Context: an optimization exercise on an open-source flow, tuned for small area, a short achievable clock period and few clock cycles. The choices shown serve that exercise and are no tape-out recipe.
In this exercise RTL edits were held to simulation tests only and were not proved equivalent to the original.
No activity file was given, so power comes from the tool's default toggle rates.

`design/flow/design.v`:
```
module trb_render (
    input  wire        clk,
    input  wire        rst,           
    input  wire        start,         
    input  wire [31:0] xscroll,       
    input  wire [31:0] yscroll,       
    input  wire        transp,        
    input  wire        sheet_valid,
    input  wire [31:0] sheet_dim,     
    output wire        busy,
    output reg         done,
    output wire        err,
    output wire [3:0]  errcode,
    output reg         tile_rd,
    output wire [11:0] tile_addr,
    input  wire [33:0] tile_rdata,    
    output reg         idx_rd,
    output reg  [11:0] idx_addr,
    input  wire [1:0]  idx_rdata,
    output reg         fb_we,
    output reg  [9:0]  fb_addr,
    output reg  [7:0]  fb_wdata
);
    reg busy_r, idle_r, chk;
    assign busy = busy_r;
    wire accept = start & idle_r;
    reg [9:0] sw;
    reg       tr;
    reg       err_r, ec1_r, ec0_r;
    assign err     = err_r;
    assign errcode = {1'b0, err_r, ec1_r, ec0_r};
    reg       vG;
    reg [5:0] px;
    reg [2:0] x, y;
    reg [5:0] tx, ty;
    reg       nt0, nt1, nt2, nt3;    
    assign tile_addr = {ty, tx};
    reg       v1, vI, vD, lastW;
    reg [2:0] x1, y1, sx, sy;    
    reg [1:0] dbits;
    reg [31:0] color;
    wire       eol     = (px == 6'd39);
    wire       xw      = (x == 3'd7);
    wire       next_nt = eol | xw;
    wire       advG    = vG & ~(next_nt & (nt0 | nt1));
    wire [5:0] tx_d    = eol ? (xw ? 6'd60 : 6'd59) : {5'd0, xw};
    wire lastD = vD & (fb_addr == 10'd958);
    wire kill  = lastD | (chk & err_r);
    reg [7:0] subc;
    always @(*) begin
        case (idx_rdata)
            2'd0: subc = color[7:0];
            2'd1: subc = color[15:8];
            2'd2: subc = color[23:16];
            default: subc = color[31:24];
        endcase
    end
    wire [1:0] dnow = nt1 ? tile_rdata[33:32] : dbits;
    always @(posedge clk) begin
        if (idle_r) begin
            sw    <= sheet_dim[9:0];
            tr    <= transp;
            err_r <= ~sheet_valid | (sheet_dim[15:3] == 13'd0) | (sheet_dim[31:19] == 13'd0);
            ec1_r <= sheet_valid & ((sheet_dim[15:3] == 13'd0) | (sheet_dim[31:19] == 13'd0));
            ec0_r <= ~sheet_valid;
            x     <= xscroll[2:0];
            tx    <= xscroll[8:3];
            y     <= yscroll[2:0];
            ty    <= yscroll[8:3];
            px    <= 6'd0;
            fb_addr <= 10'h3FF;
        end else begin
            if (advG) begin
                x  <= x + 3'd1;
                tx <= tx + tx_d;
                if (eol) begin
                    px <= 6'd0;
                    y  <= y + 3'd1;
                    if (y == 3'd7) ty <= ty + 6'd1;
                end else begin
                    px <= px + 6'd1;
                end
            end
            if (vD) fb_addr <= fb_addr + 10'd1;
        end
        x1 <= x;  y1 <= y;
        sx <= x1 ^ {3{dnow[0]}};
        sy <= y1 ^ {3{dnow[1]}};
        nt2 <= nt1; nt3 <= nt2;
        if (nt1) dbits <= tile_rdata[33:32];
        if (nt3) color <= tile_rdata[31:0];
        idx_addr <= sy * sw + {9'd0, sx};
        fb_wdata <= subc;
    end
    always @(posedge clk) begin
        if (rst) begin
            busy_r <= 1'b0; idle_r <= 1'b1; chk <= 1'b0; done <= 1'b0;
            vG <= 1'b0; v1 <= 1'b0; vI <= 1'b0; vD <= 1'b0; lastW <= 1'b0;
            nt0 <= 1'b0; nt1 <= 1'b0;
            tile_rd <= 1'b0; idx_rd <= 1'b0; fb_we <= 1'b0;
        end else begin
            chk   <= accept;
            lastW <= lastD;
            done  <= (chk & err_r) | lastW;
            if (accept) begin
                busy_r <= 1'b1; idle_r <= 1'b0;
            end else if ((chk & err_r) | lastW) begin
                busy_r <= 1'b0; idle_r <= 1'b1;
            end
            fb_we <= vD & ~(tr & (subc == 8'hFF));
            if (kill) begin
                vG <= 1'b0; v1 <= 1'b0; vI <= 1'b0; idx_rd <= 1'b0; vD <= 1'b0;
                nt0 <= 1'b0; nt1 <= 1'b0; tile_rd <= 1'b0;
            end else begin
                if (accept) vG <= 1'b1;
                nt0 <= accept | (advG & next_nt);
                nt1 <= nt0;
                tile_rd <= accept | (advG & next_nt) | nt1;
                v1 <= advG;
                vI <= v1;
                idx_rd <= vI;
                vD <= idx_rd;
            end
        end
    end
endmodule
```
`design/flow/flow/run.sh`:
```
#!/bin/bash
set -euo pipefail
export BUFFER_PORTS_ARGS="-buffer_cell sky130_fd_sc_hd__buf_1"
export SETUP_SLACK_MARGIN=6.95
export CTS_ARGS="-sink_clustering_enable -repair_clock_nets -sink_clustering_size 30 -sink_clustering_max_diameter 100 -sink_buffer_max_cap_derate 0.5 -buf_list sky130_fd_sc_hd__clkbuf_4\ sky130_fd_sc_hd__clkbuf_8"
bash standard.sh > standard.log 2>&1
```
`design/flow/standard.sh`:
```
#!/bin/bash
# synth_recipe.tcl (not shown) runs the flow's synth.tcl, then flattens the netlist and writes it again
# the make line also repeats each setting of config.mk as NAME=value (left out here)
make -C /OpenROAD-flow-scripts/flow DESIGN_CONFIG=/design/flow/config.mk WORK_HOME=/design/flow/orfs CLKGATE_MAP_FILE= SYNTH_SCRIPT=/design/flow/synth_recipe.tcl "${@:-finish}"
```
`design/flow/config.mk`:
```
export PLATFORM = sky130hd
export DESIGN_NAME = trb_render
export DESIGN_NICKNAME = trb_render
export VERILOG_FILES = /design/flow/design.v
export SDC_FILE = /design/flow/constraint.sdc
export NUM_CORES = 4
export LEC_CHECK = 0
export CAP_MARGIN = 20
export CORE_MARGIN = 2
export CORE_UTILIZATION = 40
export SLEW_MARGIN = 20
```
`design/flow/constraint.sdc`:
```
create_clock -name core_clock -period 10.0 [get_ports {clk}]
set_input_delay 2.0000 -clock core_clock [delete_from_list [all_inputs] [get_ports {clk}]]
set_output_delay 2.0000 -clock core_clock [all_outputs]
set_load 0.01 [all_outputs]
```
==> results.cfg, run 1 <==
[grt]
grt_max_degree = 52
grt_antenna_before_repair = 0
overflow = 0
grt_pass1_vias = 3784
grt_first_pass_wirelength_mm = 17.6
globalRouteTotalUtil = 0.154

[floorplanning]
die_area_um2 = 15200
io_pins = 189
core-area_um2 = 13900
start_util = 0.410
die_w_um = 123
rows = 43
die_h_um = 123

[worst_setup_path]
path_max_fanout = 3
crit_cells = 1
cp_num_buf_inv = 1
cp.arrival_ps = 1180
r2r_end = idx_addr[11]
required_ps = 8000
rr_startpoint = sw[0]
crit_end = errcode[2]
cp_top_family = flip-flops
regToRegSetupSlack_ps = 7100
cp-startpoint = err_r
critical_path_class = reg2out
reg2reg_depth = 11
end_kind = output pin
cpPeakStageDelay_ps = 440
cp_cell_sequence = buf_1
slowest_stage = edfxtp_1
worst_setup_path_start_kind = register

[sta]
worst_slew_pin_slew_ps = 508
rsz0062_at_grt = yes
finalHoldViolations = 0
period_share = 0.318
worst_hold_slack_ps = 331
tns_ps = 0
drv_slew = 0
finalSetupViolCount = 0
period_needed_ps = 3180
skew_ps = 8.48
relSlewSlack = 0.661
max_freq_ghz = 0.314

[hold_path]
hold_depth = 0
worstHoldStart = nt2
hp-class = reg2reg

[final_layout]
fill_cells = 1237
num-nets-final = 803
instances_no_fill = 810
drive_gt1_frac = 0.229
area_delta_synth_final_pct = 26.8
antenna_cells = 0

[synth]
synth_top_family_by_area = simple AND/OR/NAND/NOR gates
yosysWarningCount = 1
synth_xor_area_frac = 0.0585
ys_ff_latch = 130
synth_flop_cell = dfxtp_1
synth_simple_gate_area_frac = 0.122
yosysSeqAreaShare = 0.570
synth_compound_area_frac = 0.0546
yosysUniqueCellTypes = 48
syn-num-nets = 629
synth_largest_area_cell = edfxtp_1
synthMuxAreaShare = 0.0491
syn_avg_cell_area_um2 = 12.8
synthAdderAreaFrac = 0.122
synthCells = 443
synthArstFlopShare = 0
synth_enable_flop_cells = 64
syn_area_um2 = 5690
synthTopCellsByArea = edfxtp_1, dfxtp_1, ha_1
yosysTopAreaCellShare = 0.338

[clock_tree]
clockRootBuffer = clkbuf_4
clk-insertion-delay-late_ps = 590
htree_levels = 4
clock_path_buffers = 2
cts_tree = done
cts.clk_slew.worst_paths_ps = 80
cts_buffers = 17
cts.sinks = 130

[drt]
dr.pass1.iters = 5
routed-via-count = 3815
drc = 0
drtIter0Drc = 154
viasPerCell = 4.71
drt_wl_total_mm = 11.4
drtAntennaViolNets = 0
wl_per_cell_um = 14.1

[power_and_ir_drop]
peakVddDrop_mv = 0.0920
p_leak_nw = 2.90
cellPowerDensity_nw_per_um2 = 227

[placement]
dp.cells = 751
gp_congestion = 0.781
dp.final_hpwl_mm = 8.23
portBuffers = 138

[run_status]
outcome = complete, no violations

[run]
drv_cap = 0
==> synthesized netlist by cell type, drive strengths merged (3+ instances only) <==
library cell and n:
or3 3, nand2b 12, o21a 3, nor2 15, ha 38, edfxtp 64, xor2 14, mux4 8
xnor2 24, a21o 5, mux2 7, o21ai 19, nand4 7, nor3 6, dfxtp 66, nor4 5
nand2 34, buf 7, fa 11, and2 29, a21oi 13, nor2b 3, nand3 10, clkbuf 5
inv 15, and3 3
==> worst min path at each step <==
| stage | end |
|---|---|
| after floorplan | nt3 |
| after CTS | nt3 |
| after global placement | nt3 |
| after detailed placement | nt3 |
| final | nt3 |
| after global routing | nt3 |
==> cell usage in the layout (no fill, tap or decap), types with 4 or more instances in the layout <==
| master | instances |
|---|---|
| clkbuf_2 | 9 |
| nand2_1 | 34 |
| a21o_1 | 5 |
| inv_6 | 4 |
| mux4_2 | 8 |
| dfxtp_4 | 5 |
| edfxtp_1 | 64 |
| and2_1 | 29 |
| nor3_1 | 6 |
| xnor2_1 | 24 |
| nor2_1 | 15 |
| inv_1 | 15 |
| fa_1 | 10 |
| dfxtp_1 | 45 |
| buf_1 | 92 |
| ha_1 | 38 |
| o21ai_1 | 8 |
| nand2b_1 | 12 |
| nor4_1 | 5 |
| o21ai_0 | 10 |
| nand4_1 | 7 |
| xor2_1 | 14 |
| buf_4 | 29 |
| buf_6 | 17 |
| buf_2 | 20 |
| nand3_1 | 10 |
| mux2_1 | 7 |
| a21oi_1 | 11 |
| dfxtp_2 | 16 |
| clkbuf_8 | 16 |
==> flip-flops by register name, summed over array words and instances (netlist names), 6 cells and up <==
name and cells:
px 6, ty 6, sw 10, idx_addr 12
tx 6, fb_addr 10, color 32, fb_wdata 8
==> power breakdown <==
part           switching, mW  internal, mW  leakage [nW]
Sequential            0.0346         0.641          1.17
Combinational          0.256         0.241          1.53
Clock                  0.219         0.247         0.201
==> through the flow <==
stage               area (um2)  setup slack, ps   util  power [mW]
floorplan                 5690             7010      -        1.03
global placement          6380             6350  0.459        1.13
detailed placement        6380             6340  0.459        1.14
CTS                       7110             6770  0.512        1.64
global route              7210             6740  0.520        1.75
finish                    7210             6820  0.520        1.64
==> routing by layer <==
metal,GRT usage,wire length (um)
met5,0,0
met4,0.0774,297
met3,0.0480,660
met2,0.264,5810
met1,0.171,4680
==> repair_timing <==
item,CTS,global route
gates cloned,0,0
buffers inserted,21,6
endpoints found under the hold margin,0,0
hold buffers,0,0
gates resized for setup,71,23
endpoints found under the setup margin,55,56
pin swaps,0,1
==> kinds of logic after synthesis <==
| kind of cell | after synthesis |
|---|---|
| simple gates | 132 |
| flops | 130 |
| compound gates | 49 |
| xor+xnor | 38 |
| fa+ha+maj | 49 |
| other cells | 1 |
| mux | 17 |
| buf+inv | 27 |
==> cell type report <==
class,count,area (um2),area share
multi-input combinational,286,2340,0.324
inverter,15,56.3,0.00781
clock inverter,14,179,0.0248
sequential,130,3280,0.455
tap,180,225,0.0312
clock buffer,18,235,0.0326
timing repair buffer,167,900,0.125
Testbench counts, summed over its fixed seeds: cycles 62,952.
==> run 2: changes to the inputs <==
--- a/design/flow/design.v
+++ b/design/flow/design.v
@@ -63,26 +63,13 @@
             err_r <= ~sheet_valid | (sheet_dim[15:3] == 13'd0) | (sheet_dim[31:19] == 13'd0);
             ec1_r <= sheet_valid & ((sheet_dim[15:3] == 13'd0) | (sheet_dim[31:19] == 13'd0));
             ec0_r <= ~sheet_valid;
-            x     <= xscroll[2:0];
-            tx    <= xscroll[8:3];
-            y     <= yscroll[2:0];
-            ty    <= yscroll[8:3];
-            px    <= 6'd0;
-            fb_addr <= 10'h3FF;
-        end else begin
-            if (advG) begin
-                x  <= x + 3'd1;
-                tx <= tx + tx_d;
-                if (eol) begin
-                    px <= 6'd0;
-                    y  <= y + 3'd1;
-                    if (y == 3'd7) ty <= ty + 6'd1;
-                end else begin
-                    px <= px + 6'd1;
-                end
-            end
-            if (vD) fb_addr <= fb_addr + 10'd1;
         end
+        x  <= idle_r ? xscroll[2:0] : x + {2'd0, advG};
+        tx <= idle_r ? xscroll[8:3] : tx + (advG ? tx_d : 6'd0);
+        y  <= idle_r ? yscroll[2:0] : y + {2'd0, advG & eol};
+        ty <= idle_r ? yscroll[8:3] : ty + {5'd0, advG & eol & (y == 3'd7)};
+        px <= (idle_r | (advG & eol)) ? 6'd0 : px + {5'd0, advG};
+        fb_addr <= idle_r ? 10'h3FF : fb_addr + {9'd0, vD};
         x1 <= x;  y1 <= y;
         sx <= x1 ^ {3{dnow[0]}};
         sy <= y1 ^ {3{dnow[1]}};
==> design/flow/flow/run.sh (replaced) <==
#!/bin/bash
set -euo pipefail
export BUFFER_PORTS_ARGS="-buffer_cell sky130_fd_sc_hd__buf_1"
export SETUP_SLACK_MARGIN=6.95
bash standard.sh > standard.log 2>&1
--- a/design/flow/config.mk
+++ b/design/flow/config.mk
@@ -7,5 +7,6 @@
 export LEC_CHECK = 0
 export CAP_MARGIN = 20
 export CORE_MARGIN = 2
-export CORE_UTILIZATION = 40
+export CORE_UTILIZATION = 65
+export CTS_BUF_LIST = sky130_fd_sc_hd__clkbuf_4 sky130_fd_sc_hd__clkbuf_8
 export SLEW_MARGIN = 20
==> run 2 against run 1 <==
Still clean on timing, DRC and antenna. Sequential power decreased by 3%. Synthesized area shrank 2.6%. Sequential cell count unchanged. Count of clock-buffer cells in the layout shrank 1. Total power decreased by 6.9%. Clock power down 4.7%. Worst hold slack improved by 1.1 ps. Non-clock buffer count shrank 25. Setup slack gained 190 ps. Cell area decreased by 8.7%. Maximum frequency up 6.2%. Highest routed layer unchanged.
==> results.cfg, run 2 <==
[worst_setup_path]
reg2reg_depth = 10
cp_num_buf_inv = 1
cp_top_family = flip-flops
end_kind = output pin
slowest_stage = dfxtp_1
crit_cells = 1
crit_end = tile_addr[3]
required_ps = 8000
cpPeakStageDelay_ps = 420
critical_path_class = reg2out
r2r_end = idx_addr[11]
worst_setup_path_start_kind = register
cp-startpoint = tx[3]
cp.arrival_ps = 1000
regToRegSetupSlack_ps = 7110
rr_startpoint = sy[2]
cp_cell_sequence = buf_1
path_max_fanout = 6

[run_status]
outcome = complete, no violations

[clock_tree]
cts_tree = done
clockRootBuffer = clkbuf_8
cts_buffers = 17
clock_path_buffers = 2
hold_buffers = 0
cts.clk_slew.worst_paths_ps = 70
clk-insertion-delay-late_ps = 420
cts.sinks = 130
htree_levels = 4

[power_and_ir_drop]
cellPowerDensity_nw_per_um2 = 232
peakVddDrop_mv = 0.119
p_leak_nw = 2.60

[placement]
dpl-instance-area_um2 = 6120
gp_congestion = 0.708
dp.cells = 671
dp.final_hpwl_mm = 7.53
portBuffers = 138

[drt]
drtAntennaViolNets = 0
drtIter0Drc = 202
wl_per_cell_um = 14.1
dr.pass1.iters = 6
viasPerCell = 5.27
routed-via-count = 3714
drc = 0
drt_wl_total_mm = 9.93

[final_layout]
instances_no_fill = 705
post-route-util = 0.798
final_common_cell = buf_1
largest_reg_flops = 32
final_cell_mix = buf_1, dfxtp_1, edfxtp_1, ha_1, and2_1
area_delta_synth_final_pct = 18.9
antenna_cells = 0
stdcell_area_um2 = 6590
largestRegisters = color (32), idx_addr (12)
num-nets-final = 773
drive_gt1_frac = 0.135
top_register = color

[grt]
grt_max_degree = 47
globalRouteTotalUtil = 0.225
grt_first_pass_wirelength_mm = 15.8
overflow = 0
grt_pass1_vias = 3605
grt_antenna_before_repair = 0

[floorplanning]
rows = 33
start_util = 0.671
die_area_um2 = 9280
die_w_um = 96.3
core-area_um2 = 8260
io_pins = 189
die_h_um = 96.3

[synth]
synth_flop_cell = dfxtp_1
yosysWarningCount = 1
synth_top_family_by_area = simple AND/OR/NAND/NOR gates
synthMuxAreaShare = 0.0542
synth_enable_flop_cells = 46
synthAdderAreaFrac = 0.126
synth_compound_area_frac = 0.0470
yosysUniqueCellTypes = 48
syn-num-nets = 624
synthTopCellsByArea = dfxtp_1, edfxtp_1, ha_1
synth.most_common_cell = dfxtp_1
syn_area_um2 = 5540
yosysSeqAreaShare = 0.553
synth_largest_area_cell = dfxtp_1
synthCells = 438
synth_xor_area_frac = 0.0583
ys_ff_latch = 130
yosysTopAreaCellShare = 0.303
syn_avg_cell_area_um2 = 12.7
synth_common_cells = dfxtp_1, edfxtp_1, ha_1
synth_simple_gate_area_frac = 0.138
synthArstFlopShare = 0

[sta]
worst_hold_slack_ps = 332
worst_slew_pin_slew_ps = 779
finalHoldViolations = 0
finalSetupViolCount = 0
max_freq_ghz = 0.333
skew_ps = 15.8
period_needed_ps = 3000
period_share = 0.300
relSlewSlack = 0.480
drv_slew = 0
rsz0062_at_grt = yes
tns_ps = 0

[hold_path]
hold_depth = 0
hp-class = reg2reg

[run]
drv_cap = 0
-- run 2: changes by cell type after synthesis, moves of 6 or more --
cell / before / now
dfxtp_1: 66 / 84
edfxtp_1: 64 / 46
nand2_1: 34 / 25
mux2_2: 0 / 8
o21ai_1: 8 / 0
and2_1: 29 / 36
mux2_1: 7 / 0
nor3_1: 6 / 12
o21ai_0: 10 / 16
-- run 2: worst min-delay path by stage --
stage          from  endpoint
2_1_floorplan   nt2       nt3
3_3_place_gp    nt2       nt3
3_5_place_dp    nt2       nt3
4_1_cts         nt2       nt3
5_1_grt         nt2       nt3
6_report        nt2       nt3
-- run 2: layer usage --
metal	global-route usage	part of all wire
met5	0	0
met4	0.0833	0.014
met3	0.0791	0.051
met2	0.402	0.53
met1	0.246	0.41
-- run 2: logic make-up (layout without fill, tap and decap cells) --
family / Yosys count / count (layout)
other: 1 / 1
and+or+nand+nor: 137 / 137
xor gates and xnor gates: 36 / 36
muxes: 19 / 19
buffers and inverters: 24 / 186
adders and majority gates: 49 / 49
DFF: 130 / 130
AOI/OAI and AO/OA: 42 / 42
-- run 2: layout make-up --
| type | instances | area (um2) |
|---|---|---|
| clock buffers | 17 | 234 |
| inverters | 12 | 45.0 |
| fillers | 521 | 1670 |
| repair buffers | 142 | 556 |
| flip-flops and latches | 130 | 3080 |
| well taps | 105 | 131 |
| clock inverters | 15 | 169 |
| multi-input cells | 284 | 2380 |
-- run 2: metrics by stage --
stage | worst slack, ps | total power, mW
after floorplan | 6950 | 0.971
after global placement | 6360 | 1.06
after detailed placement | 6340 | 1.08
after CTS | 6950 | 1.53
after global routing | 6910 | 1.62
final | 7000 | 1.53
-- run 2: where the power goes --
group / switching, mW / internal [mW]
Clock: 0.215 / 0.229
Sequential: 0.0355 / 0.622
Combinational: 0.235 / 0.189
Total: 0.486 / 1.04
-- run 2: timing repair --
item	CTS	global route
gates resized for setup	11	11
endpoints found under the setup margin	6	15
setup buffers	0	2
pin swaps	1	3
Testbench counts of run 2, summed over its fixed seeds: cycles 62,952.
==> run 3: changes to the inputs <==
--- a/design/flow/config.mk
+++ b/design/flow/config.mk
@@ -7,6 +7,6 @@
 export LEC_CHECK = 0
 export CAP_MARGIN = 20
 export CORE_MARGIN = 2
-export CORE_UTILIZATION = 65
+export CORE_UTILIZATION = 40
 export CTS_BUF_LIST = sky130_fd_sc_hd__clkbuf_4 sky130_fd_sc_hd__clkbuf_8
 export SLEW_MARGIN = 20
==> run 3 against run 2 <==
Clock power increased by 6.5%. Synthesized cell count unchanged. Critical path depth unchanged. Global-route usage decreased by 7.8 points. Die area increased by 60%. Total power increased by 2.1%. Utilization decreased by 31 points. Setup slack improved by 18 ps. Sequential cell count unchanged. Register-to-register slack got worse by 40 ps. Cell count increased by 11%. Combinational power about the same. Critical path type unchanged. Critical endpoint is now err.
==> results.cfg, run 3 <==
[grt]
overflow = 0
grt_max_degree = 44
globalRouteTotalUtil = 0.147
grt_antenna_before_repair = 0
grt_pass1_vias = 3635
grt_first_pass_wirelength_mm = 16.7

[synth]
synth_common_cells = dfxtp_1, edfxtp_1, ha_1
synthCells = 438
yosysUniqueCellTypes = 48
synth_largest_area_cell = dfxtp_1
synth_compound_area_frac = 0.0470
synth.most_common_cell = dfxtp_1
synth_xor_area_frac = 0.0583
synth_simple_gate_area_frac = 0.138
syn-num-nets = 624
syn_avg_cell_area_um2 = 12.7
synth_flop_cell = dfxtp_1
synthTopCellsByArea = dfxtp_1, edfxtp_1, ha_1
synth_enable_flop_cells = 46
yosysTopAreaCellShare = 0.303
synthAdderAreaFrac = 0.126
yosysSeqAreaShare = 0.553
synthMuxAreaShare = 0.0542
ys_ff_latch = 130
syn_area_um2 = 5540
synthArstFlopShare = 0
synth_top_family_by_area = simple AND/OR/NAND/NOR gates
yosysWarningCount = 1

[final_layout]
antenna_cells = 0
post-route-util = 0.489
fill_cells = 1272
final_cell_mix = buf_1, dfxtp_1, edfxtp_1, ha_1, and2_1
stdcell_area_um2 = 6710
num-nets-final = 773
largest_reg_flops = 32
largestRegisters = color (32), idx_addr (12)
area_delta_synth_final_pct = 21.1
final_common_cell = buf_1
drive_gt1_frac = 0.140
top_register = color

[floorplanning]
io_pins = 189
die_area_um2 = 14800
core-area_um2 = 13700
die_w_um = 122
rows = 43
start_util = 0.404
die_h_um = 122

[worst_setup_path]
end_kind = output pin
critical_path_class = reg2out
rr_startpoint = sy[2]
cp_num_buf_inv = 1
worst_setup_path_start_kind = register
cp_cell_sequence = clkbuf_2
required_ps = 8000
cp.arrival_ps = 980
slowest_stage = edfxtp_1
path_max_fanout = 3
cpPeakStageDelay_ps = 410
cp-startpoint = err_r
cp_top_family = flip-flops

[clock_tree]
htree_levels = 4
cts.clk_slew.worst_paths_ps = 70
clockRootBuffer = clkbuf_8
hold_buffers = 0
clock_path_buffers = 2
cts.sinks = 130
cts_buffers = 17
clk-insertion-delay-late_ps = 430
cts_tree = done

[power_and_ir_drop]
total_power_mw = 1.56
p_leak_nw = 2.61
cellPowerDensity_nw_per_um2 = 232
peakVddDrop_mv = 0.0793

[run]
drv_cap = 0

[sta]
max_freq_ghz = 0.335
tns_ps = 0
drv_slew = 0
skew_ps = 10.1
rsz0062_at_grt = yes
setup_slack_ps = 7020
period_share = 0.298
finalSetupViolCount = 0
relSlewSlack = 0.379
worst_slew_pin_slew_ps = 931
period_needed_ps = 2980
finalHoldViolations = 0

[placement]
dp.final_hpwl_mm = 7.84
dp_slack_ps = 6220
gp_congestion = 0.740
dpl-instance-area_um2 = 6220
portBuffers = 138

[drt]
viasPerCell = 4.72
dr.pass1.iters = 4
drc = 0
wl_per_cell_um = 13.3
routed-via-count = 3684
drt_wl_total_mm = 10.4
drtIter0Drc = 187
drtAntennaViolNets = 0

[hold_path]
hp-class = reg2reg
worstHoldStart = nt2

[run_status]
outcome = complete, no violations
[run 3: final timing paths]
kind                       end  slack (ps)  cells past startpoint
setup / recovery           err        7020                      1
hold / removal             nt3         330                      0
setup reg to reg  idx_addr[11]        7070                     10
hold reg to reg            nt3         330                      0
[run 3: metal layers]
layer | routed length, um | track usage | vias up | share of wire
met3 | 614 | 0.0548 | 9 | 0.059
met5 | 0 | 0 | - | 0
met1 | 4430 | 0.171 | 1728 | 0.43
met4 | 94 | 0.0582 | 0 | 0.0091
met2 | 5240 | 0.247 | 98 | 0.50
li1 | - | - | 1849 | -
[run 3: cell type report]
type	count	area [um2]	share of cell area
sequential	130	3080	0.459
multi-input combinational	284	2380	0.354
timing repair buffer	142	558	0.0831
clock buffer	20	263	0.0391
tap	180	225	0.0336
clock inverter	12	161	0.0240
inverter	12	45.0	0.00671
[run 3: kinds of logic (layout without fill, tap and decap cells)]
logic type	count (synthesis)	after routing
AND/OR/NAND/NOR	137	137
flip-flops	130	130
adder cells (fa/ha/maj)	49	49
AO/OA/AOI/OAI	42	42
XOR/XNOR	36	36
buffers and inverters	24	186
multiplexers	19	19
other	1	1
[run 3: through the flow]
stage	instances	hold slack [ps]
6_report	780	332
5_1_grt	780	335
4_1_cts	779	334
3_5_place_dp	746	317
3_3_place_gp	746	310
2_1_floorplan	438	310
[run 3: what timing repair did]
item,in CTS,in global routing
setup buffers,1,1
setup endpoints to repair,13,15
gates cloned,0,0
pin swaps,0,3
resized for setup,13,16
endpoints found under the hold margin,0,0
[run 3: where the power goes]
part	switching, mW	internal [mW]
sequential	0.0359	0.623
clock	0.193	0.280
combinational	0.235	0.192
==> run 4: changes to the inputs <==
==> design/flow/flow/run.sh (replaced) <==
#!/bin/bash
set -euo pipefail
export BUFFER_PORTS_ARGS="-buffer_cell sky130_fd_sc_hd__buf_1"
export SETUP_SLACK_MARGIN=6.95
export CTS_ARGS="-sink_clustering_enable -repair_clock_nets -dont_use_dummy_load -balance_levels -buf_list {sky130_fd_sc_hd__clkbuf_8}"
bash standard.sh > standard.log 2>&1
--- a/design/flow/config.mk
+++ b/design/flow/config.mk
@@ -8,5 +8,4 @@
 export CAP_MARGIN = 20
 export CORE_MARGIN = 2
 export CORE_UTILIZATION = 40
-export CTS_BUF_LIST = sky130_fd_sc_hd__clkbuf_4 sky130_fd_sc_hd__clkbuf_8
 export SLEW_MARGIN = 20
==> run 4 against run 3 <==
Die area did not move. Setup slack improved by 3.5 ps. Synthesized area did not move. Wire length fell by 1.4%. Register-to-register slack barely moved. Combinational power barely moved. Maximum frequency rose by 0.12%. Critical path depth did not move. Non-clock buffer count did not move. Largest cell class unchanged. Largest power group unchanged.
==> results.cfg, run 4 <==
[synth]
synth_largest_area_cell = dfxtp_1
synthArstFlopShare = 0
synthTopCellsByArea = dfxtp_1, edfxtp_1, ha_1
ys_ff_latch = 130
syn-num-nets = 624
yosysTopAreaCellShare = 0.303
synth.most_common_cell = dfxtp_1
syn_area_um2 = 5540
yosysWarningCount = 1
synth_flop_cell = dfxtp_1
synth_common_cells = dfxtp_1, edfxtp_1, ha_1
synthCells = 438
yosysUniqueCellTypes = 48
yosysSeqAreaShare = 0.553
synth_enable_flop_cells = 46
syn_avg_cell_area_um2 = 12.7

[worst_setup_path]
cp_cell_sequence = buf_1
cp_num_buf_inv = 1
rr_startpoint = sy[2]
cpPeakStageDelay_ps = 370
worst_setup_path_start_kind = register
slowest_stage = dfxtp_1
reg2reg_depth = 10
r2r_end = idx_addr[11]
path_max_fanout = 4
cp_top_family = flip-flops
critical_path_class = reg2out
end_kind = output pin
cp-startpoint = fb_addr[1]
required_ps = 8000
cp.arrival_ps = 980
regToRegSetupSlack_ps = 7070

[clock_tree]
hold_buffers = 0
clockRootBuffer = clkbuf_8
clk-insertion-delay-late_ps = 420
htree_levels = 4
cts_buffers = 17
cts_tree = done
clock_path_buffers = 2
cts.clk_slew.worst_paths_ps = 60
cts.sinks = 130

[floorplanning]
start_util = 0.404
die_area_um2 = 14800
io_pins = 189
die_w_um = 122
rows = 43
core-area_um2 = 13700
die_h_um = 122

[final_layout]
final_common_cell = buf_1
post-route-util = 0.475
antenna_cells = 0
fill_cells = 1294
drive_gt1_frac = 0.115
largest_reg_flops = 32
regArea_um2 = 3080
top_register = color
area_delta_synth_final_pct = 17.6
num-nets-final = 773
final_cell_mix = buf_1, dfxtp_1, edfxtp_1, ha_1, and2_1
largestRegisters = color (32), idx_addr (12)
multi_input_area_um2 = 2380

[sta]
period_share = 0.298
period_needed_ps = 2980
finalHoldViolations = 0
drv_slew = 0
relSlewSlack = 0.385
rsz0062_at_grt = yes
max_freq_ghz = 0.336
worst_slew_pin_slew_ps = 923
skew_ps = 20.5
finalSetupViolCount = 0
tns_ps = 0

[hold_path]
worstHoldStart = nt2
hold_depth = 0
hp-class = reg2reg
min_to = nt3

[drt]
drtAntennaViolNets = 0
viasPerCell = 4.79
routed-via-count = 3667
drc = 0
wl_per_cell_um = 13.4
drt_wl_total_mm = 10.2
drtIter0Drc = 174
dr.pass1.iters = 4

[power_and_ir_drop]
p_leak_nw = 2.52
peakVddDrop_mv = 0.0696
cellPowerDensity_nw_per_um2 = 215

[grt]
grt_max_degree = 44
globalRouteTotalUtil = 0.145
grt_antenna_before_repair = 0
overflow = 0
grt_first_pass_wirelength_mm = 16.5
grt_pass1_vias = 3620

[placement]
portBuffers = 138
dp.final_hpwl_mm = 7.84
gp_congestion = 0.740

[run]
drv_cap = 0

[run_status]
outcome = complete, no violations
==> run 4: cell families after synthesis <==
family / count (synthesis) / synth area share
compound gates: 42 / 0.0470
fa+ha+maj: 49 / 0.126
flops: 130 / 0.553
other cells: 1 / 0.000677
simple gates: 137 / 0.138
buf+inv: 24 / 0.0237
mux: 19 / 0.0542
xor+xnor: 36 / 0.0583
==> run 4: timing repair <==
item	4_1_cts	5_1_grt
setup buffers	1	1
endpoints found under the setup margin	12	11
pin swaps	0	3
resized for setup	12	11
cloned	0	0
==> run 4: through the flow <==
| step | std cells | worst slack, ps | hold slack, ps | instance area [um2] | power, mW |
|---|---|---|---|---|---|
| after floorplan | 438 | 6950 | 310 | 5550 | 0.971 |
| after global placement | 746 | 6200 | 310 | 6220 | 1.07 |
| after detailed placement | 746 | 6220 | 317 | 6220 | 1.08 |
| after CTS | 764 | 6850 | 331 | 6480 | 1.41 |
| after global routing | 765 | 6950 | 333 | 6520 | 1.51 |
| final | 765 | 7020 | 331 | 6520 | 1.40 |
==> run 4: cell type report <==
cell class / instances / share of cell area
tap: 180 / 0.0346
timing repair buffer: 142 / 0.0851
inverter: 12 / 0.00691
clock buffer: 17 / 0.0359
sequential: 130 / 0.473
multi-input combinational: 284 / 0.365
==> run 4: worst max-delay path by stage <==
| stage | end | slack, ps | cells after the start |
|---|---|---|---|
| after floorplan | fb_we | 6950 | 5 |
| after global placement | fb_we | 6200 | 5 |
| after detailed placement | fb_we | 6220 | 5 |
| after CTS | idx_addr[11] | 6850 | 10 |
| after global routing | err | 6950 | 1 |
| final | fb_addr[1] | 7020 | 1 |
==> run 4: power by group <==
group          internal [mW]  switching [mW]
registers              0.623          0.0357
clock network          0.149           0.163
logic                  0.192           0.234
==> run 4: per-layer routing <==
| layer | global-route usage | part of all wire | up-vias |
|---|---|---|---|
| met1 | 0.166 | 0.42 | 1729 |
| met2 | 0.244 | 0.50 | 92 |
| met5 | 0 | 0 | - |
| met3 | 0.0534 | 0.056 | 12 |
| met4 | 0.0647 | 0.015 | 0 |
| li1 | - | - | 1834 |
==> run 5: changes to the inputs <==
==> design/flow/flow/run.sh (replaced) <==
#!/bin/bash
set -euo pipefail
export BUFFER_PORTS_ARGS="-buffer_cell sky130_fd_sc_hd__buf_1"
export SETUP_SLACK_MARGIN=6.95
export CTS_ARGS="-sink_clustering_enable -repair_clock_nets -dont_use_dummy_load -sink_clustering_size 40 -sink_clustering_max_diameter 300 -sink_clustering_levels 1 -buf_list {sky130_fd_sc_hd__clkbuf_4 sky130_fd_sc_hd__clkbuf_8}"
bash standard.sh > standard.log 2>&1
==> run 5 against run 4 <==
Critical endpoint unchanged. Setup slack unchanged. Worst hold slack unchanged. Sequential cell count unchanged. Highest routed layer unchanged. Largest power group unchanged. Sequential power about the same. Cell area unchanged. Register-to-register slack about the same. First-iteration DRC count unchanged. Non-clock buffer count unchanged. Synthesized area unchanged.
==> results.cfg, run 5 <==
[run_status]
outcome = complete, no violations

[floorplanning]
io_pins = 189
core-area_um2 = 13700
die_w_um = 122
die_area_um2 = 14800
rows = 43
die_h_um = 122
start_util = 0.404

[grt]
grt_first_pass_wirelength_mm = 16.5
grt_max_degree = 44
globalRouteTotalUtil = 0.145
overflow = 0
grt_pass1_vias = 3620
grt_antenna_before_repair = 0

[worst_setup_path]
cpPeakStageDelay_ps = 370
r2r_end = idx_addr[11]
path_max_fanout = 4
cp_cell_sequence = buf_1
cp_top_family = flip-flops
reg2reg_depth = 10
worst_setup_path_start_kind = register
end_kind = output pin
slowest_stage = dfxtp_1
cp.arrival_ps = 980
required_ps = 8000
rr_startpoint = sy[2]
regToRegSetupSlack_ps = 7070
cp_num_buf_inv = 1
critical_path_class = reg2out

[synth]
syn_avg_cell_area_um2 = 12.7
synthCells = 438
syn_area_um2 = 5540
yosysUniqueCellTypes = 48
synth_flop_cell = dfxtp_1
syn-num-nets = 624
ys_ff_latch = 130
yosysWarningCount = 1
synth.most_common_cell = dfxtp_1
synth_enable_flop_cells = 46
synthTopCellsByArea = dfxtp_1, edfxtp_1, ha_1
yosysSeqAreaShare = 0.553
synthArstFlopShare = 0
synth_common_cells = dfxtp_1, edfxtp_1, ha_1
yosysTopAreaCellShare = 0.303
synth_largest_area_cell = dfxtp_1

[sta]
max_freq_ghz = 0.336
setup_slack_ps = 7020
period_share = 0.298
drv_slew = 0
tns_ps = 0
skew_ps = 20.5
finalHoldViolations = 0
period_needed_ps = 2980
finalSetupViolCount = 0
relSlewSlack = 0.385
worst_slew_pin_slew_ps = 923
rsz0062_at_grt = yes

[drt]
route.met3.wl_um = 570
wl_per_cell_um = 13.4
wl_met2_mm = 5.16
viasPerCell = 4.79
drt_wl_total_mm = 10.2
wl_met1_mm = 4.35
dr.pass1.iters = 4
drc = 0
drtAntennaViolNets = 0
drtIter0Drc = 174
routed-via-count = 3667
top_layer = met4

[placement]
portBuffers = 138
dp_slack_ps = 6220
gp_congestion = 0.740
dp.final_hpwl_mm = 7.84

[clock_tree]
hold_buffers = 0
cts_tree = done
cts.sinks = 130
clock_path_buffers = 2
clk-insertion-delay-late_ps = 420
htree_levels = 4
cts.clk_slew.worst_paths_ps = 60
clockRootBuffer = clkbuf_8
cts_buffers = 17

[final_layout]
num-nets-final = 773
largest_reg_flops = 32
area_delta_synth_final_pct = 17.6
antenna_cells = 0
top_register = color
final_common_cell = buf_1
drive_gt1_frac = 0.115
final_cell_mix = buf_1, dfxtp_1, edfxtp_1, ha_1, and2_1
largestRegisters = color (32), idx_addr (12)

[power_and_ir_drop]
p_leak_nw = 2.52
peakVddDrop_mv = 0.0696
cellPowerDensity_nw_per_um2 = 215

[hold_path]
hp-class = reg2reg
hold_depth = 0
min_to = nt3
worstHoldStart = nt2

[run]
drv_cap = 0
[run 5: cell counts in the layout (fill, tap and decap cells not counted)]
No cell type changed its count.
[run 5: final cells by class]
cell class	count	area (um2)
Multi-Input combinational cell	284	2380
Sequential cell	130	3080
Inverter	12	45.0
Clock buffer	17	234
Fill cell	1294	7200
Tap cell	180	225
Timing Repair Buffer	142	554
[run 5: metal layers]
layer,GRT usage,up-vias
met5,0,-
met4,0.0647,0
met3,0.0534,12
met2,0.244,92
met1,0.166,1729
li1,-,1834
[run 5: how the worst max path moves through the flow]
stage | startpoint | end | slack [ps] | cells after the start
6_report | fb_addr[1] | fb_addr[1] | 7020 | 1
5_1_grt | err_r | err | 6950 | 1
4_1_cts | sy[2] | idx_addr[11] | 6850 | 10
3_5_place_dp | idx_rdata[0] | fb_we | 6220 | 5
3_3_place_gp | idx_rdata[0] | fb_we | 6200 | 5
2_1_floorplan | idx_rdata[0] | fb_we | 6950 | 5
[run 5: cell families (layout without fill, tap and decap cells)]
| family | count (synthesis) | in the layout | share of synthesized area |
|---|---|---|---|
| flops | 130 | 130 | 0.553 |
| other cells | 1 | 1 | 0.000677 |
| buf+inv | 24 | 171 | 0.0237 |
| simple gates | 137 | 137 | 0.138 |
| compound gates | 42 | 42 | 0.0470 |
| mux | 19 | 19 | 0.0542 |
| fa+ha+maj | 49 | 49 | 0.126 |
| xor+xnor | 36 | 36 | 0.0583 |
[run 5: through the flow]
step                cell area, um2  power [mW]   util  hold slack [ps]  instances
floorplan                     5550       0.971      -              310        438
global placement              6220        1.07  0.453              310        746
detailed placement            6220        1.08  0.453              317        746
CTS                           6480        1.41  0.472              331        764
global route                  6520        1.51  0.475              333        765
finish                        6520        1.40  0.475              331        765
[run 5: where the power goes]
part	leakage (nW)	total, mW	internal [mW]	switching (mW)
logic	1.26	0.427	0.192	0.234
registers	1.13	0.659	0.623	0.0357
clock network	0.122	0.312	0.149	0.163
total	2.52	1.40	0.964	0.433
[run 5: timing repair]
| action | CTS | global route |
|---|---|---|
| buffers inserted | 1 | 1 |
| endpoints found under the setup margin | 12 | 11 |
| pin swaps | 0 | 3 |
| gates resized for setup | 12 | 11 |
==> run 6: changes to the inputs <==
==> design/flow/flow/run.sh (replaced) <==
#!/bin/bash
set -euo pipefail
export BUFFER_PORTS_ARGS="-buffer_cell sky130_fd_sc_hd__buf_1"
export SETUP_SLACK_MARGIN=6.95
export CTS_ARGS="-sink_clustering_enable -repair_clock_nets -dont_use_dummy_load -buf_list {sky130_fd_sc_hd__clkbuf_4 sky130_fd_sc_hd__clkbuf_8}"
bash standard.sh > standard.log 2>&1
--- a/design/flow/config.mk
+++ b/design/flow/config.mk
@@ -5,6 +5,7 @@
 export SDC_FILE = /design/flow/constraint.sdc
 export NUM_CORES = 4
 export LEC_CHECK = 0
+export ABC_AREA = 1
 export CAP_MARGIN = 20
 export CORE_MARGIN = 2
 export CORE_UTILIZATION = 40
==> run 6 against run 5 <==
Via count grew 14%. Register-to-register slack gained 70 ps. Wire length grew 7.4%. Synthesized cell count grew 33%. Sequential power grew 2%. Count of clock-buffer cells in the layout is the same. Cell count grew 19%. Worst hold slack gained 8.4 ps. First-iteration DRC count grew 49%. Synthesized area grew 2.5%. Sequential share of layout area shrank 0.82 points. Sequential cell count is the same. Highest routed layer unchanged.
==> results.cfg, run 6 <==
[run_status]
outcome = complete, no violations

[drt]
viasPerCell = 4.60
drt_wl_total_mm = 11.0
routed-via-count = 4181
drtAntennaViolNets = 0
dr.pass1.iters = 4
wl_per_cell_um = 12.1
drc = 0
drtIter0Drc = 260

[synth]
synth_flop_cell = dfxtp_1
yosysUniqueCellTypes = 37
yosysTopAreaCellShare = 0.296
syn-num-nets = 770
ys_ff_latch = 130
yosysSeqAreaShare = 0.539
syn_area_um2 = 5680
synth_common_cells = nand2_1, dfxtp_1, inv_1
synthTopCellsByArea = dfxtp_1, edfxtp_1, nand2_1
yosysWarningCount = 1
synth_enable_flop_cells = 46
synth.most_common_cell = nand2_1
synthCells = 584
synth_largest_area_cell = dfxtp_1
syn_avg_cell_area_um2 = 9.72
synthArstFlopShare = 0

[final_layout]
largestRegisters = color (32), idx_addr (12)
num-nets-final = 917
antenna_cells = 0
final_cell_mix = nand2_1, buf_1, dfxtp_1, inv_1, edfxtp_1
area_delta_synth_final_pct = 16.7
top_register = color
final_common_cell = nand2_1
drive_gt1_frac = 0.0864
fill_cells = 1366
largest_reg_flops = 32

[floorplanning]
start_util = 0.409
io_pins = 189
rows = 43
core-area_um2 = 13900
die_h_um = 123
die_area_um2 = 15200
die_w_um = 123

[placement]
dp.final_hpwl_mm = 8.34
portBuffers = 138
gp_congestion = 0.770
dp_slack_ps = 6110

[clock_tree]
cts_buffers = 17
cts.clk_slew.worst_paths_ps = 60
hold_buffers = 0
cts_tree = done
clock_path_buffers = 2
clk-insertion-delay-late_ps = 440
cts.sinks = 130
clockRootBuffer = clkbuf_8
htree_levels = 4

[worst_setup_path]
required_ps = 8000
cpPeakStageDelay_ps = 420
cp.arrival_ps = 990
slowest_stage = edfxtp_1
critical_path_class = reg2out
worst_setup_path_start_kind = register
path_max_fanout = 3
cp_top_family = flip-flops
cp_num_buf_inv = 1
end_kind = output pin
cp_cell_sequence = clkbuf_2

[sta]
drv_slew = 0
finalHoldViolations = 0
period_share = 0.299
rsz0062_at_grt = yes
tns_ps = 0
setup_slack_ps = 7010
period_needed_ps = 2990
max_freq_ghz = 0.334
finalSetupViolCount = 0
worst_slew_pin_slew_ps = 914
relSlewSlack = 0.390
skew_ps = 20.7

[run]
drv_cap = 0

[grt]
globalRouteTotalUtil = 0.153
grt_antenna_before_repair = 0
grt_first_pass_wirelength_mm = 17.8
overflow = 0
grt_pass1_vias = 4036
grt_max_degree = 46

[hold_path]
hp-class = reg2reg

[power_and_ir_drop]
p_leak_nw = 2.98
power_frac_clock = 0.217
peakVddDrop_mv = 0.0833
p_int_uw = 964
power_frac_seq = 0.466
p_comb_frac = 0.316
power.switching_uw = 483
switching_share = 0.334
cellPowerDensity_nw_per_um2 = 218
-- run 6: cell types whose count changed in the layout (fill, tap and decap cells not counted), sizes merged, moves of 10 or more --
cell    change
and2       -37
inv        +59
nand2     +114
nand2b     -10
nand3      +16
nor2       +36
o21ai      +18
xnor2      -12
-- run 6: stage by stage --
stage | instance area (um2) | utilization | hold slack (ps) | instances | total power [mW]
after floorplan | 5680 | - | 310 | 584 | 1.02
after global placement | 6350 | 0.458 | 311 | 890 | 1.13
after detailed placement | 6350 | 0.458 | 327 | 890 | 1.14
after CTS | 6600 | 0.475 | 341 | 908 | 1.46
after global routing | 6630 | 0.477 | 347 | 909 | 1.56
final | 6630 | 0.477 | 339 | 909 | 1.45
-- run 6: layout make-up --
class,count,area (um2),share of cell area
clock buffer,17,234,0.0353
inverter,72,270,0.0408
multi-input combinational,369,2270,0.343
sequential,130,3080,0.464
tap,180,225,0.0340
timing repair buffer,141,548,0.0827
-- run 6: logic make-up (layout without fill, tap and decap cells) --
kind of cell | Yosys count | after routing | synth area share
and+or+nand+nor | 237 | 237 | 0.184
DFF | 130 | 130 | 0.539
buffers and inverters | 85 | 230 | 0.0615
AOI/OAI and AO/OA | 56 | 56 | 0.0520
adders and majority gates | 49 | 49 | 0.123
xor gates and xnor gates | 26 | 26 | 0.0401
other | 1 | 1 | 0.000660
-- run 6: what timing repair did --
| action | 4_1_cts | 5_1_grt |
|---|---|---|
| setup endpoints to repair | 5 | 12 |
| resized for setup | 4 | 13 |
| endpoints found under the hold margin | 0 | 0 |
| buffers inserted | 1 | 1 |
-- run 6: per-layer routing --
metal / GRT usage / part of all wire / vias to the layer above
li1: - / - / 2171
met1: 0.181 / 0.45 / 1896
met2: 0.252 / 0.48 / 98
met3: 0.0461 / 0.050 / 16
met4: 0.0774 / 0.018 / 0
met5: 0 / 0 / -
-- run 6: final timing paths --
path / start / to / slack, ps / cells past startpoint
worst max-delay path: err_r / err / 7010 / 1
worst min register to register: nt2 / nt3 / 340 / 0
worst max register to register: sy[2] / idx_addr[8] / 7140 / 11
worst min-delay path: nt2 / nt3 / 340 / 0
-- run 6: power by group through the flow --
| stage | clock (mW) | combinational, mW | sequential [mW] |
|---|---|---|---|
| 6_report | 0.315 | 0.458 | 0.675 |
| 5_1_grt | 0.348 | 0.531 | 0.685 |
| 4_1_cts | 0.329 | 0.458 | 0.675 |
| 3_5_place_dp | 0 | 0.451 | 0.686 |
| 3_3_place_gp | 0 | 0.446 | 0.686 |
| 2_1_floorplan | 0 | 0.335 | 0.685 |
-- run 6: worst reg2reg max path, stage by stage (launching register included) --
cell,delay (ps)
dfxtp_2,420
nand2_1,100
fa_1,540
inv_1,50
fa_1,390
ha_1,370
a21oi_1,240
o21ai_1,120
a21oi_1,220
nor2_1,70
nor2_1,120
xor2_1,140
==> run 7: changes to the inputs <==
--- a/design/flow/config.mk
+++ b/design/flow/config.mk
@@ -5,7 +5,6 @@
 export SDC_FILE = /design/flow/constraint.sdc
 export NUM_CORES = 4
 export LEC_CHECK = 0
-export ABC_AREA = 1
 export CAP_MARGIN = 20
 export CORE_MARGIN = 2
 export CORE_UTILIZATION = 40
==> run 7 against run 6 <==
Still clean. Non-clock buffer count is 1 higher. Clock power hardly changed. Cell area is 1.7% lower. Cell count is 16% lower. Sequential power is 2% lower. Maximum frequency is 0.58% higher. Combinational power is 6.8% lower. Count of clock-buffer cells in the layout stayed put. Synthesized area is 2.4% lower. Setup slack better by 17 ps. Critical endpoint is now fb_addr[1]. Largest cell class unchanged. Largest power group unchanged.
==> results.cfg, run 7 <==
[synth]
yosysSeqAreaShare = 0.553
yosysWarningCount = 1
synth_compound_area_frac = 0.0470
synth_common_cells = dfxtp_1, edfxtp_1, ha_1
synthArstFlopShare = 0
synth.most_common_cell = dfxtp_1
syn-num-nets = 624
syn_area_um2 = 5540
synthTopCellsByArea = dfxtp_1, edfxtp_1, ha_1
syn_avg_cell_area_um2 = 12.7
synth_simple_gate_area_frac = 0.138
yosysTopAreaCellShare = 0.303
synthMuxAreaShare = 0.0542
synth_flop_cell = dfxtp_1
synthCells = 438
ys_ff_latch = 130
synth_enable_flop_cells = 46
synthAdderAreaFrac = 0.126
synth_largest_area_cell = dfxtp_1
synth_top_family_by_area = simple AND/OR/NAND/NOR gates
yosysUniqueCellTypes = 48
synth_xor_area_frac = 0.0583

[worst_setup_path]
r2r_end = idx_addr[11]
cp_num_buf_inv = 1
rr_startpoint = sy[2]
cp.arrival_ps = 980
cp_top_family = flip-flops
reg2reg_depth = 10
cp_cell_sequence = buf_1
worst_setup_path_start_kind = register
cpPeakStageDelay_ps = 370
critical_path_class = reg2out
end_kind = output pin
cp-startpoint = fb_addr[1]
required_ps = 8000
regToRegSetupSlack_ps = 7070
slowest_stage = dfxtp_1
path_max_fanout = 4

[grt]
grt_first_pass_wirelength_mm = 16.5
grt_max_degree = 44
globalRouteTotalUtil = 0.145
overflow = 0
grt_antenna_before_repair = 0
grt_pass1_vias = 3620

[sta]
skew_ps = 20.5
finalSetupViolCount = 0
setup_slack_ps = 7020
finalHoldViolations = 0
period_share = 0.298
rsz0062_at_grt = yes
period_needed_ps = 2980
worst_slew_pin_slew_ps = 923
max_freq_ghz = 0.336
worst_hold_slack_ps = 331
drv_slew = 0
relSlewSlack = 0.385
tns_ps = 0

[run_status]
outcome = complete, no violations

[clock_tree]
htree_levels = 4
cts.clk_slew.worst_paths_ps = 60
cts_tree = done
clockRootBuffer = clkbuf_8
clock_path_buffers = 2
cts_buffers = 17
cts.sinks = 130
clk-insertion-delay-late_ps = 420

[power_and_ir_drop]
p_leak_nw = 2.52
cellPowerDensity_nw_per_um2 = 215
peakVddDrop_mv = 0.0696

[final_layout]
drive_gt1_frac = 0.115
top_register = color
largestRegisters = color (32), idx_addr (12)
antenna_cells = 0
final_cell_mix = buf_1, dfxtp_1, edfxtp_1, ha_1, and2_1
num-nets-final = 773
final_common_cell = buf_1
largest_reg_flops = 32
fill_cells = 1294
area_delta_synth_final_pct = 17.6

[placement]
dp.final_hpwl_mm = 7.84
dp_slack_ps = 6220
gp_congestion = 0.740
portBuffers = 138

[drt]
drtAntennaViolNets = 0
viasPerCell = 4.79
wl_per_cell_um = 13.4
routed-via-count = 3667
dr.pass1.iters = 4
drc = 0
drt_wl_total_mm = 10.2
drtIter0Drc = 174

[hold_path]
worstHoldStart = nt2
hold_depth = 0
hp-class = reg2reg
min_to = nt3

[floorplanning]
die_w_um = 122
io_pins = 189
die_h_um = 122
core-area_um2 = 13700
rows = 43
die_area_um2 = 14800
start_util = 0.404

[run]
drv_cap = 0
run 7: changes by cell type in the layout (fill, tap and decap cells not counted), sizes merged, moves of 16 or more:
cell | before | now
and2 | 0 | 37
inv | 71 | 12
nand2 | 139 | 25
nand3 | 28 | 12
nor2 | 46 | 10
o21ai | 34 | 16
run 7: repair_timing:
| item | in CTS | in global routing |
|---|---|---|
| hold buffers | 0 | 0 |
| pin swaps | 0 | 3 |
| cloned | 0 | 0 |
| buffers inserted | 1 | 1 |
| setup endpoints to repair | 12 | 11 |
| gates resized for setup | 12 | 11 |
run 7: final cells by class:
type	count	area, um2	area share
clock buffer	17	234	0.0359
tap	180	225	0.0346
timing repair buffer	142	554	0.0851
multi-input combinational	284	2380	0.365
sequential	130	3080	0.473
inverter	12	45.0	0.00691
run 7: where the power goes:
| part | internal [mW] | switching [mW] |
|---|---|---|
| clock | 0.149 | 0.163 |
| sequential | 0.623 | 0.0357 |
| combinational | 0.192 | 0.234 |
| total | 0.964 | 0.433 |
run 7: cells by family (layout without fill, tap and decap cells):
group,after synthesis,in the layout
xor+xnor,36,36
simple gates,137,137
other cells,1,1
mux,19,19
flops,130,130
fa+ha+maj,49,49
compound gates,42,42
buf+inv,24,171
run 7: through the flow:
| stage | cells | total power, mW | utilization | cell area [um2] |
|---|---|---|---|---|
| 6_report | 765 | 1.40 | 0.475 | 6520 |
| 5_1_grt | 765 | 1.51 | 0.475 | 6520 |
| 4_1_cts | 764 | 1.41 | 0.472 | 6480 |
| 3_5_place_dp | 746 | 1.08 | 0.453 | 6220 |
| 3_3_place_gp | 746 | 1.07 | 0.453 | 6220 |
| 2_1_floorplan | 438 | 0.971 | - | 5550 |
run 7: worst reg2reg max path, cell delays in order, from the launching register on:
cell and delay, ps:
dfxtp_4 380, nand2_1 90, fa_1 540, inv_1 50, fa_1 480, fa_2 370, a21o_1 220, a21oi_4 160
o31ai_2 110, or4_1 400, nand3_1 90
run 7: how the worst max path moves through the flow:
| stage | end | cells after the start | slack [ps] |
|---|---|---|---|
| floorplan | fb_we | 5 | 6950 |
| global placement | fb_we | 5 | 6200 |
| detailed placement | fb_we | 5 | 6220 |
| CTS | idx_addr[11] | 10 | 6850 |
| global route | err | 1 | 6950 |
| finish | fb_addr[1] | 1 | 7020 |
run 7: metal layers:
metal,wire length [um],part of all wire,GRT usage
met3,570,0.056,0.0534
met2,5160,0.50,0.244
met1,4350,0.42,0.166
met5,0,0,0
met4,155,0.015,0.0647
==> run 8: changes to the inputs <==
--- a/design/flow/config.mk
+++ b/design/flow/config.mk
@@ -8,4 +8,5 @@
 export CAP_MARGIN = 20
 export CORE_MARGIN = 2
 export CORE_UTILIZATION = 40
+export PLACE_DENSITY = 0.75
 export SLEW_MARGIN = 20
==> run 8 against run 7 <==
Still clean on timing, DRC and antenna. Highest routed layer unchanged. Synthesized cell count stayed put. Clock skew grew 2.4 ps. Utilization rose by 0.22 points. Total power up 0.96%. Critical endpoint is now tile_addr[9]. Synthesized area did not move.
==> results.cfg, run 8 <==
[drt]
viasPerCell = 4.85
drt_wl_total_mm = 10.6
drc = 0
wl_per_cell_um = 13.8
drtIter0Drc = 179
drtAntennaViolNets = 0
routed-via-count = 3720
dr.pass1.iters = 4

[final_layout]
largestRegisters = color (32), idx_addr (12)
area_delta_synth_final_pct = 18.1
final_common_cell = buf_1
drive_gt1_frac = 0.119
num-nets-final = 775
regArea_um2 = 3080
instances_no_fill = 767
largest_reg_flops = 32
multi_input_area_um2 = 2390
final_cell_mix = buf_1, dfxtp_1, edfxtp_1, ha_1, and2_1
antenna_cells = 0
fill_cells = 1256
top_register = color

[floorplanning]
core-area_um2 = 13700
die_w_um = 122
die_h_um = 122
start_util = 0.404
die_area_um2 = 14800
rows = 43
io_pins = 189

[placement]
dp_slack_ps = 6250
dp.final_hpwl_mm = 8.08
gp_congestion = 0.781
portBuffers = 138
dp.cells = 746

[sta]
period_share = 0.298
worst_slew_pin_slew_ps = 757
finalHoldViolations = 0
setup_slack_ps = 7020
period_needed_ps = 2980
relSlewSlack = 0.495
skew_ps = 22.8
rsz0062_at_grt = yes
tns_ps = 0
finalSetupViolCount = 0
drv_slew = 0
max_freq_ghz = 0.335

[worst_setup_path]
rr_startpoint = sw[0]
cp_num_buf_inv = 1
reg2reg_depth = 11
regToRegSetupSlack_ps = 7060
cp_cell_sequence = buf_1
worst_setup_path_start_kind = register
cp_top_family = flip-flops
cp-startpoint = ty[3]
r2r_end = idx_addr[11]
end_kind = output pin
critical_path_class = reg2out
slowest_stage = dfxtp_1
crit_end = tile_addr[9]
required_ps = 8000
crit_cells = 1
path_max_fanout = 4
cpPeakStageDelay_ps = 400
cp.arrival_ps = 980

[clock_tree]
cts_tree = done
htree_levels = 4
cts.clk_slew.worst_paths_ps = 70
cts_buffers = 17
clockRootBuffer = clkbuf_8
clock_path_buffers = 2
cts.sinks = 130
clk-insertion-delay-late_ps = 430

[synth]
synthCells = 438
ys_ff_latch = 130
yosysUniqueCellTypes = 48
synth.most_common_cell = dfxtp_1
syn-num-nets = 624
synthTopCellsByArea = dfxtp_1, edfxtp_1, ha_1
synth_enable_flop_cells = 46
yosysWarningCount = 1
synth_largest_area_cell = dfxtp_1
synth_flop_cell = dfxtp_1
syn_area_um2 = 5540
yosysTopAreaCellShare = 0.303
synth_common_cells = dfxtp_1, edfxtp_1, ha_1
syn_avg_cell_area_um2 = 12.7
synthArstFlopShare = 0
yosysSeqAreaShare = 0.553

[grt]
met2_usage = 0.262
grt_antenna_before_repair = 0
grt_use_met1 = 0.165
grt_max_degree = 47
grt_pass1_vias = 3713
overflow = 0
grt_first_pass_wirelength_mm = 17.0
globalRouteTotalUtil = 0.151
use_met3 = 0.0510
busiest_layer = met2

[power_and_ir_drop]
peakVddDrop_mv = 0.0778
cellPowerDensity_nw_per_um2 = 216
total_power_mw = 1.41
p_leak_nw = 2.52

[run]
drv_cap = 0

[run_status]
outcome = complete, no violations

[hold_path]
hp-class = reg2reg
-- run 8: cell count changes in the layout (fill, tap and decap cells not counted) --
cell and change:
buf_4 +2, fa_2 +1, fa_1 -1, o31ai_2 -1
ha_2 +1, ha_1 -1, dfxtp_1 +1, dfxtp_2 -2
dfxtp_4 +1, o31ai_4 +1
-- run 8: routing by layer --
layer	vias up	wire length, um
met5	-	0
met4	0	272
met3	21	553
met2	94	5400
met1	1768	4350
li1	1837	-
-- run 8: through the flow --
step / hold slack, ps / instance area, um2 / util
after floorplan: 310 / 5550 / -
after global routing: 347 / 6550 / 0.477
after CTS: 337 / 6480 / 0.472
after detailed placement: 318 / 6220 / 0.453
after global placement: 314 / 6220 / 0.453
final: 335 / 6550 / 0.477
-- run 8: final cells by class --
type                       instances  area share
inverter                          12     0.00688
multi-input combinational        284       0.365
sequential                       130       0.471
tap                              180      0.0344
timing repair buffer             144      0.0870
clock buffer                      17      0.0357
-- run 8: report_power, final --
part | switching [mW] | internal [mW] | leakage [nW]
clock | 0.162 | 0.149 | 0.122
sequential | 0.0333 | 0.623 | 1.13
combinational | 0.245 | 0.198 | 1.27
total | 0.440 | 0.971 | 2.52
-- run 8: timing repair --
action                                  4_1_cts  5_1_grt
hold buffers                                  0        0
resized for setup                            11       15
cloned                                        0        0
endpoints found under the setup margin       10       12
pin swaps                                     1        5
setup buffers                                 1        3
endpoints found under the hold margin         0        0
-- run 8: worst min path at each step --
stage	startpoint	endpoint	depth (start not counted)
4_1_cts	nt2	nt3	0
3_5_place_dp	nt2	nt3	0
3_3_place_gp	nt2	nt3	0
6_report	nt2	nt3	0
2_1_floorplan	nt2	nt3	0
5_1_grt	nt2	nt3	0
-- run 8: cells by family after synthesis --
logic type / share of synthesized area
buf+inv: 0.0237
mux: 0.0542
fa+ha+maj: 0.126
simple gates: 0.138
xor+xnor: 0.0583
flops: 0.553
compound gates: 0.0470
other cells: 0.000677
==> run 9: changes to the inputs <==
--- a/design/flow/config.mk
+++ b/design/flow/config.mk
@@ -8,5 +8,5 @@
 export CAP_MARGIN = 20
 export CORE_MARGIN = 2
 export CORE_UTILIZATION = 40
-export PLACE_DENSITY = 0.75
+export GPL_TIMING_DRIVEN = 0
 export SLEW_MARGIN = 20
==> run 9 against run 8 <==
Worst hold slack gained 14 ps. Sequential power grew 0.6%. Critical path depth grew 1. Combinational power shrank 4%. Maximum frequency shrank 3.2%. First-iteration DRC count shrank 26%. Critical path type unchanged. Cell area grew 1.1%. Wire length shrank 0.73%. Count of clock-buffer cells in the layout is the same. Total power shrank 0.89%. Synthesized cell count is the same. Largest power group unchanged. Largest cell class unchanged. Non-clock buffer count grew 5.
==> results.cfg, run 9 <==
[worst_setup_path]
end_kind = output pin
reg2reg_depth = 10
rr_startpoint = sy[2]
worst_setup_path_start_kind = register
r2r_end = idx_addr[11]
cp-startpoint = err_r
critical_path_class = reg2out
cpMostUsedCell = buf_6
cp.arrival_ps = 1080
cpPeakStageDelay_ps = 420
regToRegSetupSlack_ps = 7020
cp_cell_sequence = buf_6 -> buf_6
required_ps = 8000
slowest_stage = edfxtp_1
path_max_fanout = 3

[drt]
routed-via-count = 3697
drt_wl_total_mm = 10.5
drtAntennaViolNets = 0
drtIter0Drc = 133
dr.pass1.iters = 4
drc = 0
wl_per_cell_um = 13.6
viasPerCell = 4.79

[floorplanning]
core-area_um2 = 13700
die_area_um2 = 14800
start_util = 0.404
rows = 43
die_h_um = 122
die_w_um = 122
io_pins = 189

[power_and_ir_drop]
peakVddDrop_mv = 0.110
p_int_uw = 967
power_frac_clock = 0.223
cellPowerDensity_nw_per_um2 = 211
p_comb_frac = 0.305
switching_share = 0.309
power.switching_uw = 432
power_frac_seq = 0.473
total_power_mw = 1.40
p_leak_nw = 2.56

[synth]
yosysTopAreaCellShare = 0.303
syn_avg_cell_area_um2 = 12.7
ys_ff_latch = 130
yosysUniqueCellTypes = 48
synth_enable_flop_cells = 46
synthTopCellsByArea = dfxtp_1, edfxtp_1, ha_1
yosysSeqAreaShare = 0.553
yosysWarningCount = 1
synthArstFlopShare = 0
syn-num-nets = 624
synth_flop_cell = dfxtp_1
syn_area_um2 = 5540
synth.most_common_cell = dfxtp_1
synth_largest_area_cell = dfxtp_1
synthCells = 438
synth_common_cells = dfxtp_1, edfxtp_1, ha_1

[clock_tree]
clock_path_buffers = 2
cts.clk_slew.worst_paths_ps = 70
htree_levels = 4
cts.sinks = 130
clockRootBuffer = clkbuf_8
cts_buffers = 17
cts_tree = done
clk-insertion-delay-late_ps = 430

[hold_path]
min_to = nt3
hp-class = reg2reg
worstHoldStart = nt2
hold_depth = 0

[sta]
relSlewSlack = 0.440
drv_slew = 0
period_needed_ps = 3080
worst_slew_pin_slew_ps = 840
finalSetupViolCount = 0
max_freq_ghz = 0.324
tns_ps = 0
finalHoldViolations = 0
period_share = 0.308
worst_hold_slack_ps = 349
rsz0062_at_grt = yes
skew_ps = 22.1

[grt]
use_met3 = 0.0543
grt_use_met1 = 0.169
overflow = 0
grt_first_pass_wirelength_mm = 16.9
grt_antenna_before_repair = 0
grt_pass1_vias = 3664
grt_max_degree = 33
met2_usage = 0.257
globalRouteTotalUtil = 0.149
busiest_layer = met2

[placement]
dp.final_hpwl_mm = 8.06
gp_congestion = 0.765
portBuffers = 136

[final_layout]
final_common_cell = buf_1
num-nets-final = 780
final_cell_mix = buf_1, dfxtp_1, edfxtp_1, ha_1, and2_1
top_register = color
antenna_cells = 0
drive_gt1_frac = 0.127
largestRegisters = color (32), idx_addr (12)
fill_cells = 1287
largest_reg_flops = 32
area_delta_synth_final_pct = 19.4

[run_status]
outcome = complete, no violations

[run]
drv_cap = 0
==> run 9: final cells by class <==
class / instances / area (um2) / share of cell area
flip-flops and latches: 130 / 3080 / 0.465
multi-input cells: 284 / 2390 / 0.362
repair buffers: 137 / 544 / 0.0823
clock buffers: 17 / 234 / 0.0354
well taps: 180 / 225 / 0.0340
plain buffers: 12 / 96.3 / 0.0146
inverters: 12 / 45.0 / 0.00681
==> run 9: what timing repair did <==
item | 4_1_cts | 5_1_grt
setup buffers | 1 | 0
gates resized for setup | 15 | 18
hold buffers | 0 | 0
pin swaps | 0 | 2
endpoints found under the setup margin | 13 | 13
==> run 9: cells by family (layout without fill, tap and decap cells) <==
logic type | count (synthesis) | count (layout) | share of synthesized area
other | 1 | 1 | 0.000677
XOR/XNOR | 36 | 36 | 0.0583
flip-flops | 130 | 130 | 0.553
AND/OR/NAND/NOR | 137 | 137 | 0.138
adder cells (fa/ha/maj) | 49 | 49 | 0.126
multiplexers | 19 | 19 | 0.0542
AO/OA/AOI/OAI | 42 | 42 | 0.0470
buffers and inverters | 24 | 178 | 0.0237
==> run 9: how the worst max path moves through the flow <==
stage / endpoint / cells past startpoint / slack (ps)
floorplan: fb_we / 5 / 6950
CTS: idx_addr[11] / 10 / 6850
detailed placement: fb_we / 5 / 6400
global placement: fb_we / 5 / 6400
global route: errcode[2] / 2 / 6850
finish: errcode[2] / 2 / 6920
==> run 9: metal layers <==
metal  part of all wire  vias up  wire length (um)
met5                  0        -                 0
met1               0.43     1752              4480
li1                   -     1852                 -
met2               0.50       84              5280
met4              0.013        0               138
met3              0.057        9               598
==> run 9: critical path, delay by kind of cell, from the launching register on <==
family / cells / cell delay, ps
buffers and inverters: 2 / 240
flip-flops: 1 / 420
==> run 9: stage by stage <==
stage / cell area [um2] / util / setup slack, ps / std cells
final: 6620 / 0.482 / 6920 / 772
after global routing: 6620 / 0.482 / 6850 / 772
after global placement: 6280 / 0.458 / 6400 / 754
after floorplan: 5550 / - / 6950 / 438
after detailed placement: 6280 / 0.458 / 6400 / 754
after CTS: 6560 / 0.478 / 6850 / 772
==> run 9: power groups by stage <==
stage	Clock (mW)	Combinational [mW]	Sequential, mW
after CTS	0.326	0.419	0.663
after floorplan	0	0.292	0.679
after global placement	0	0.406	0.668
after detailed placement	0	0.408	0.671
after global routing	0.347	0.492	0.669
final	0.311	0.426	0.661

what the ideal ports hide:
How much do the figures lean on ideal ports? The routed layouts below were timed once more, with nothing changed but the port constraints. Step 1, drivers: a clkbuf_16 drives clk and a buf_2 each remaining input, both assumed. Step 2, shift: input delay + t, output delay - t, t = (earliest + latest rising clock arrival at the registers) / 2. This alone moves slack from input paths to output paths. a / b / c = no drivers / after step 1 / after step 2; a / b = the first two.
run	t (ns)	slack for setup (ns)	worst hold slack (ns)	worst register clock-pin slew, ns
run 1	0.619	6.815 / 6.780 / 6.538	0.331 / 0.331 / 0.331	0.08 / 0.08
run 2	0.443	7.001 / 6.969 / 6.641	0.332 / 0.332 / 0.332	0.09 / 0.09
run 3	0.454	7.019 / 6.984 / 6.649	0.332 / 0.332 / 0.332	0.07 / 0.07
run 4	0.451	7.023 / 6.986 / 6.658	0.331 / 0.331 / 0.331	0.07 / 0.07
run 5	0.451	7.023 / 6.986 / 6.658	0.331 / 0.331 / 0.331	0.07 / 0.07
run 6	0.461	7.005 / 6.969 / 6.566	0.339 / 0.339 / 0.339	0.08 / 0.08
run 7	0.451	7.023 / 6.986 / 6.658	0.331 / 0.331 / 0.331	0.07 / 0.07
run 8	0.450	7.015 / 6.982 / 6.669	0.335 / 0.335 / 0.335	0.07 / 0.07
run 9	0.453	6.916 / 6.879 / 6.684	0.349 / 0.349 / 0.349	0.07 / 0.07
After both steps every run listed still meets setup and hold. For run 6, which loses most, drivers alone change the setup slack by -0.036 ns; drivers and shift together by -0.439 ns.
